This design comes from an exercise in tuning for small area on the open sky130 flow, not from production work. Only simulation tests tie the RTL to the original design; equivalence was not proved. Power is estimated from default activity; no workload was simulated.

==> design/flow/design.v <==
module addrmap_cfg (
    input  wire         clk,
    input  wire         rst,
    input  wire         cfg_we,
    input  wire [16:0]  cfg_geom,
    output reg          cfg_err,
    output reg          ag_valid,
    output reg  [16:0]  ag_geom,
    output reg          mstr_half,
    output reg  [1:0]   mstr_ranks,
    output reg  [11:0]  map_bg,     
    output reg  [53:0]  map_col,    
    output reg  [17:0]  map_bank,   
    output reg  [107:0] map_row,    
    output reg  [5:0]   map_rank    
);
    localparam [5:0] DISABLED = 6'h3F;
    wire [3:0] g_cols  = cfg_geom[3:0];
    wire [3:0] g_banks = cfg_geom[7:4];
    wire [1:0] g_bg    = cfg_geom[9:8];
    wire [4:0] g_rows  = cfg_geom[14:10];
    wire       g_rankw = cfg_geom[15];
    wire       g_half  = cfg_geom[16];
    wire g_valid = (g_cols >= 4'd8) && (g_cols <= 4'd12) &&
                   (g_banks == 4'd2 || g_banks == 4'd3) &&
                   (g_bg <= 2'd2) &&
                   (g_rows >= 5'd14) && (g_rows <= 5'd18);
    reg [11:0]  n_bg;
    reg [53:0]  n_col;
    reg [17:0]  n_bank;
    reg [107:0] n_row;
    reg [5:0]   n_rank;
    reg [5:0]   off;
    integer i;
    always @(*) begin
        off = 6'd3;
        for (i = 0; i < 2; i = i + 1)
            n_bg[i*6 +: 6] = (i < g_bg) ? off + i[5:0] : DISABLED;
        off = off + {4'd0, g_bg};
        for (i = 3; i < 12; i = i + 1)
            n_col[(i-3)*6 +: 6] = (i < g_cols) ? off + (i[5:0] - 6'd3) : DISABLED;
        off = off + {2'd0, g_cols} - 6'd3;
        for (i = 0; i < 3; i = i + 1)
            n_bank[i*6 +: 6] = (i < g_banks) ? off + i[5:0] : DISABLED;
        off = off + {2'd0, g_banks};
        for (i = 0; i < 18; i = i + 1)
            n_row[i*6 +: 6] = (i < g_rows) ? off + i[5:0] : DISABLED;
        off = off + {1'b0, g_rows};
        n_rank = g_rankw ? off : DISABLED;
    end
    always @(posedge clk) begin
        if (rst) begin
            cfg_err    <= 1'b0;
            ag_valid   <= 1'b0;
            ag_geom    <= 17'd0;
            mstr_half  <= 1'b0;
            mstr_ranks <= 2'b00;
            map_bg     <= {2{DISABLED}};
            map_col    <= {9{DISABLED}};
            map_bank   <= {3{DISABLED}};
            map_row    <= {18{DISABLED}};
            map_rank   <= DISABLED;
        end else begin
            cfg_err <= cfg_we && !g_valid;
            if (cfg_we && g_valid) begin
                ag_valid   <= 1'b1;
                ag_geom    <= cfg_geom;
                mstr_half  <= g_half;
                mstr_ranks <= g_rankw ? 2'b11 : 2'b01;
                map_bg     <= n_bg;
                map_col    <= n_col;
                map_bank   <= n_bank;
                map_row    <= n_row;
                map_rank   <= n_rank;
            end
        end
    end
endmodule
module addrmap_decode (
    input  wire         clk,
    input  wire         rst,
    input  wire         ag_valid,
    input  wire [16:0]  ag_geom,
    input  wire [11:0]  map_bg,
    input  wire [53:0]  map_col,
    input  wire [17:0]  map_bank,
    input  wire [107:0] map_row,
    input  wire [5:0]   map_rank,
    input  wire         req_valid,
    input  wire [37:0]  req_addr,
    input  wire [1:0]   req_size,
    output reg          rsp_valid,
    output reg  [1:0]   rsp_fault,
    output reg          rsp_rank,
    output reg  [1:0]   rsp_bg,
    output reg  [2:0]   rsp_bank,
    output reg  [17:0]  rsp_row,
    output reg  [11:0]  rsp_col,
    output reg  [1:0]   rsp_lane
);
    localparam [1:0] F_OK = 2'd0, F_MISALIGNED = 2'd1, F_NOT_READY = 2'd2, F_RANGE = 2'd3;
    wire       half = ag_geom[16];
    wire [5:0] nbits = {2'd0, ag_geom[3:0]} + {2'd0, ag_geom[7:4]} + {4'd0, ag_geom[9:8]} +
                       {1'b0, ag_geom[14:10]} + {5'd0, ag_geom[15]};
    wire [5:0] cap_log = nbits + (half ? 6'd1 : 6'd2);
    wire [37:0] w    = half ? {1'b0, req_addr[37:1]} : {2'b00, req_addr[37:2]};
    wire [1:0]  lane = half ? {1'b0, req_addr[0]} : req_addr[1:0];
    function sel;
        input [37:0] word;
        input [5:0]  pos;
        begin
            sel = (pos < 6'd38) ? word[pos] : 1'b0;
        end
    endfunction
    reg [1:0]  d_bg;
    reg [11:0] d_col;
    reg [2:0]  d_bank;
    reg [17:0] d_row;
    reg        d_rank;
    integer i;
    always @(*) begin
        for (i = 0; i < 2; i = i + 1)
            d_bg[i] = sel(w, map_bg[i*6 +: 6]);
        d_col[2:0] = w[2:0];
        for (i = 0; i < 9; i = i + 1)
            d_col[i+3] = sel(w, map_col[i*6 +: 6]);
        for (i = 0; i < 3; i = i + 1)
            d_bank[i] = sel(w, map_bank[i*6 +: 6]);
        for (i = 0; i < 18; i = i + 1)
            d_row[i] = sel(w, map_row[i*6 +: 6]);
        d_rank = sel(w, map_rank);
    end
    wire [3:0]  size_mask  = (4'd1 << req_size) - 4'd1;
    wire        misaligned = |(req_addr[2:0] & size_mask[2:0]);
    wire        out_range  = |(req_addr >> cap_log);
    wire [1:0] fault = misaligned ? F_MISALIGNED :
                       !ag_valid  ? F_NOT_READY  :
                       out_range  ? F_RANGE      : F_OK;
    always @(posedge clk) begin
        if (rst) begin
            rsp_valid <= 1'b0;
        end else begin
            rsp_valid <= req_valid;
        end
        rsp_fault <= fault;
        rsp_rank  <= d_rank;
        rsp_bg    <= d_bg;
        rsp_bank  <= d_bank;
        rsp_row   <= d_row;
        rsp_col   <= d_col;
        rsp_lane  <= lane;
    end
endmodule
module dram_addrmap (
    input  wire         clk,
    input  wire         rst,
    input  wire         cfg_we,
    input  wire [16:0]  cfg_geom,
    output wire         cfg_err,
    output wire         ag_valid,
    output wire [16:0]  ag_geom,
    output wire         mstr_half,
    output wire [1:0]   mstr_ranks,
    output wire [11:0]  map_bg,
    output wire [53:0]  map_col,
    output wire [17:0]  map_bank,
    output wire [107:0] map_row,
    output wire [5:0]   map_rank,
    input  wire         req_valid,
    input  wire [37:0]  req_addr,
    input  wire [1:0]   req_size,
    output wire         rsp_valid,
    output wire [1:0]   rsp_fault,
    output wire         rsp_rank,
    output wire [1:0]   rsp_bg,
    output wire [2:0]   rsp_bank,
    output wire [17:0]  rsp_row,
    output wire [11:0]  rsp_col,
    output wire [1:0]   rsp_lane
);
    addrmap_cfg u_cfg (
        .clk(clk), .rst(rst),
        .cfg_we(cfg_we), .cfg_geom(cfg_geom),
        .cfg_err(cfg_err), .ag_valid(ag_valid), .ag_geom(ag_geom),
        .mstr_half(mstr_half), .mstr_ranks(mstr_ranks),
        .map_bg(map_bg), .map_col(map_col), .map_bank(map_bank),
        .map_row(map_row), .map_rank(map_rank)
    );
    addrmap_decode u_dec (
        .clk(clk), .rst(rst),
        .ag_valid(ag_valid), .ag_geom(ag_geom),
        .map_bg(map_bg), .map_col(map_col), .map_bank(map_bank),
        .map_row(map_row), .map_rank(map_rank),
        .req_valid(req_valid), .req_addr(req_addr), .req_size(req_size),
        .rsp_valid(rsp_valid), .rsp_fault(rsp_fault), .rsp_rank(rsp_rank),
        .rsp_bg(rsp_bg), .rsp_bank(rsp_bank), .rsp_row(rsp_row),
        .rsp_col(rsp_col), .rsp_lane(rsp_lane)
    );
endmodule
==> design/flow/run.sh <==
#!/bin/bash
# synth_recipe.tcl (not shown) runs the flow's synth.tcl, then flattens the netlist and writes it again
# the make line also repeats each setting of config.mk as NAME=value (left out here)
make -C /OpenROAD-flow-scripts/flow DESIGN_CONFIG=/design/flow/config.mk WORK_HOME=/design/flow/orfs CLKGATE_MAP_FILE= SYNTH_SCRIPT=/design/flow/synth_recipe.tcl finish
==> design/flow/config.mk <==
export PLATFORM = sky130hd
export DESIGN_NAME = dram_addrmap
export DESIGN_NICKNAME = dram_addrmap
export VERILOG_FILES = /design/flow/design.v
export SDC_FILE = /design/flow/constraint.sdc
export NUM_CORES = 4
export LEC_CHECK = 0
export CAP_MARGIN = 20
export CORE_MARGIN = 2
export CORE_UTILIZATION = 40
export SLEW_MARGIN = 20
==> design/flow/constraint.sdc <==
create_clock -name core_clock -period 7.0 [get_ports {clk}]
set_input_delay 1.4000 -clock core_clock [delete_from_list [all_inputs] [get_ports {clk}]]
set_output_delay 1.4000 -clock core_clock [all_outputs]
set_load 0.01 [all_outputs]
==> results.ini <==
[drt]
via_per_inst = 6.47
drtIter0Drc = 2012
wl_mm = 74.9
ant_nets = 0
wl_per_cell_um = 27.5
drc = 0
firstDrtPassIters = 6
num_vias = 17636

[logic_synthesis]
syn_area_mm2 = 0.0193
synth_xor_area_share_pct = 2.90
synthFlopType = dfxtp_1
synth_cells = 1940
synth_edf_count = 0
synth_compound_area_share_pct = 13.0
ys_warn_count = 2
synthSimpleGateAreaFrac_pct = 13.0
synthMuxAreaShare_pct = 35.1
synthArstFlopShare_pct = 0
synth_top_family_by_area = multiplexers
avgSynthCellArea_um2 = 9.96
synth_cell_types = 69
ys_ff_latch = 235
synth_fa_ha_area_share_pct = 4.58
seq_area_frac_synth_pct = 24.3

[clock_network]
cts.htree.levels = 1
cts_num_sinks = 235
postCtsHoldBufs = 0
numCtsBuffers = 29
ctsResizeCount = 0
cts_tree = yes
clk_latency_ns = 0.58
cts_buffer_depth = 3
root_buffer = clkbuf_16
cts_setup_buffers = 0
clk_pin_slew_ns = 0.06

[timing]
tightest_slew_ns = 0.952
tns_ns = 0
final-hold-violation-count = 0
rsz0062_at_grt = no
slew_headroom_pct = 36.2
fmax_mhz = 170
worst_clock_skew_ns = 0.0143
setup_viol = 0
slew_viol_final = 0
period_needed_ns = 5.88
period_share_pct = 84.1

[status]
status = no timing/DRC/antenna violations

[global_route]
antenna_found_initial = 2
grt_pass1_vias = 17058
grt_first_pass_wirelength_mm = 111
grt-ovfl-total = 0
grt_max_degree = 72
grt_use_total_pct = 29.1

[setup_path]
critPathMaxFanout = 16
rrSetupSlack_ns = 1.43
crit_chain = clkdlybuf4s50_1, inv_1, ha_1, inv_1, ha_1, ha_1, inv_1, fa_1, xnor2_1, ha_1, xnor2_2, ha_1, nand2_1, xor2_1, nor2_1, a211o_1
slowest_delay_ns = 0.66
crit_path_top_delay_cell = ha_1
reg2reg_depth = 18
crit_path_start_kind = input pin
cp.required_ns = 7.46
path_common_cell = ha_1
crit_path_end_kind = flip-flop
worstPathArrival_ns = 6.34
r2r-end = u_dec.rsp_fault[1]$_SDFF_PP0_
critPathKind = in2reg
r2r-start = u_cfg.ag_geom[4]$_SDFFE_PP0P_

[place]
dpl.hpwl_mm = 49.4
globalplace.congestion = 0.900
place_area_mm2 = 0.0226
portBuffers = 316

[hold_path]
holdPathEnd = u_dec.rsp_col[6]$_SDFF_PP0_
hp-class = reg2reg
holdCritStartpoint = u_cfg.map_col[23]$_SDFFE_PP1P_
holdPathStages = 1

[die]
rows = 80
core_area_mm2 = 0.0477
io-pin-count = 322
fp.dieW_um = 224
die_area_mm2 = 0.0501
die_h_um = 224
start_util_pct = 40.5

[cells_and_area]
drive_above_1_share_pct = 19.9
nFillCells = 4386
finalNetCount = 2214
utilization_pct = 49.5
diodes = 0
syn_to_final_growth_pct = 22.2
final_area_mm2 = 0.0236
mostFrequentLayoutCells = clkdlybuf4s50_1 (315), mux4_2 (272), dfxtp_1 (234)
mostFrequentLayoutCell = clkdlybuf4s50_1

[power_and_ir_drop]
peakVddDrop_v = 0.000175
power.density_mw_per_mm2 = 175
leakage_nw = 9.03
finalPower_mw = 4.13

[flow_run]
drv_cap = 0

==> registers in the layout, summed over array words and instances (netlist names), 2 cells and up <==
| signal | cells |
|---|---|
| u_cfg.map_bank | 18 |
| u_dec.rsp_lane | 2 |
| u_cfg.ag_geom | 16 |
| u_dec.rsp_bg | 2 |
| u_cfg.map_col | 41 |
| u_dec.rsp_col | 12 |
| u_dec.rsp_bank | 3 |
| u_cfg.map_row | 108 |
| u_dec.rsp_fault | 2 |
| u_dec.rsp_row | 18 |
| u_cfg.map_rank | 6 |
| u_cfg.map_bg | 2 |
==> layer usage <==
layer	track usage (%)	routed length, µm	vias up
met5	0	0	-
met4	11.5	3020	0
met3	6.85	7550	229
met2	46.8	35100	1198
met1	38.0	29200	8730
li1	-	-	7479
==> cells in the mapped netlist (5+ instances only) <==
cell type  instances  share of area [%]
ha_1              54                3.5
a21oi_1           97                2.5
o21bai_1          50                1.9
mux2i_1           53                2.7
o22ai_1           12               0.39
and2_1             7               0.23
o211ai_1           5               0.19
nor4_1             5               0.16
a31oi_1            8               0.26
nand4_1            8               0.26
buf_1             12               0.23
nor3_1            65                1.7
inv_1             58                1.1
a21o_1            37                1.4
mux2_2             7               0.41
nand3_1           29               0.75
or3_1              6               0.19
fa_1              10                1.0
buf_4             26                1.0
a211o_1           36                1.6
nor2b_1           17               0.55
dfxtp_1          235                 24
nand3b_1           7               0.27
mux4_2           272                 32
nand2_1          122                2.4
o21ai_0           72                1.9
nand2b_1          53                1.7
buf_2             19               0.49
nor3b_1           10               0.39
o31ai_1            9               0.35
a211oi_1          17               0.66
or2_2              6               0.19
nor2_1           198                3.8
xor2_1            25                1.1
xnor2_1           39                1.8
clkbuf_1         196                3.8
==> logic make-up after synthesis <==
family          after synthesis
compound gates              383
xor+xnor                     64
fa+ha+maj                    65
buf+inv                     317
flops                       235
mux                         334
other cells                   1
simple gates                541
==> how the worst max path moves through the flow <==
| stage | start | end | slack (ns) | depth (start not counted) |
|---|---|---|---|---|
| 2_1_floorplan | cfg_geom[8] | u_cfg.map_row[11]$_SDFFE_PP1P_ | 0.90 | 19 |
| 3_3_place_gp | cfg_geom[9] | u_cfg.map_row[83]$_SDFFE_PP1P_ | 0.71 | 17 |
| 3_5_place_dp | cfg_geom[9] | u_cfg.map_row[17]$_SDFFE_PP1P_ | 0.55 | 16 |
| 4_1_cts | cfg_geom[9] | u_cfg.map_row[17]$_SDFFE_PP1P_ | 1.12 | 16 |
| 5_1_grt | cfg_geom[9] | u_cfg.map_row[11]$_SDFFE_PP1P_ | 0.77 | 15 |
| 6_report | cfg_geom[9] | u_cfg.map_row[17]$_SDFFE_PP1P_ | 1.12 | 16 |
==> where the power goes <==
group	switching (mW)	leakage, nW	internal, mW
Sequential	0.00761	1.90	1.34
Combinational	0.678	6.65	0.502
Clock	0.648	0.481	0.948
==> critical path, delay by kind of cell <==
| family | cells | cell delay (ns) |
|---|---|---|
| buffers and inverters | 4 | 0.92 |
| AND/OR/NAND/NOR | 2 | 0.23 |
| XOR/XNOR | 3 | 1.16 |
| AO/OA/AOI/OAI | 1 | 0.28 |
| adder cells (fa/ha/maj) | 6 | 2.33 |
==> layout make-up <==
type,instances,area (µm²),share of cell area (%)
Timing Repair Buffer,373,3590,15.2
Tap cell,615,769,3.26
Clock inverter,14,183,0.773
Inverter,58,218,0.922
Clock buffer,38,800,3.38
Sequential cell,235,4710,19.9
Multi-Input combinational cell,1392,13400,56.6
==> stage by stage <==
stage          setup WS [ns]  instances  hold slack [ns]
2_1_floorplan          0.896       1944            0.466
3_5_place_dp           0.551       2673            0.449
6_report                1.12       2725            0.456
5_1_grt                0.768       2725            0.489
4_1_cts                 1.12       2725            0.459
3_3_place_gp           0.709       2673            0.445

==> what the ideal ports hide <==
No port has a modelled driver above. Below, the same layout with a new extraction and two added sets of constraints. Step 1 (the two cells are an assumption about what drives the block):
set clk [get_ports {clk}]
set_driving_cell -lib_cell sky130_fd_sc_hd__clkbuf_16 $clk
set_driving_cell -lib_cell sky130_fd_sc_hd__buf_2 [delete_from_list [all_inputs] $clk]
Step 2 also shifts input and output timing later by t, the mid clock arrival at the registers, as if the neighbouring blocks saw the same clock. Three values: ideal, step 1, step 2; two values: the first two.
t (ns): 0.629
slack for setup (ns): 1.116 / 1.146 / 0.517
worst setup path at the end: input to register
clock arrival spread, ns: 0.025 / 0.025
cell pins on the clock port's net: 1
After both steps this run still meets setup and hold. For this run, drivers alone change the setup slack by +0.030 ns; drivers and shift together by -0.599 ns.
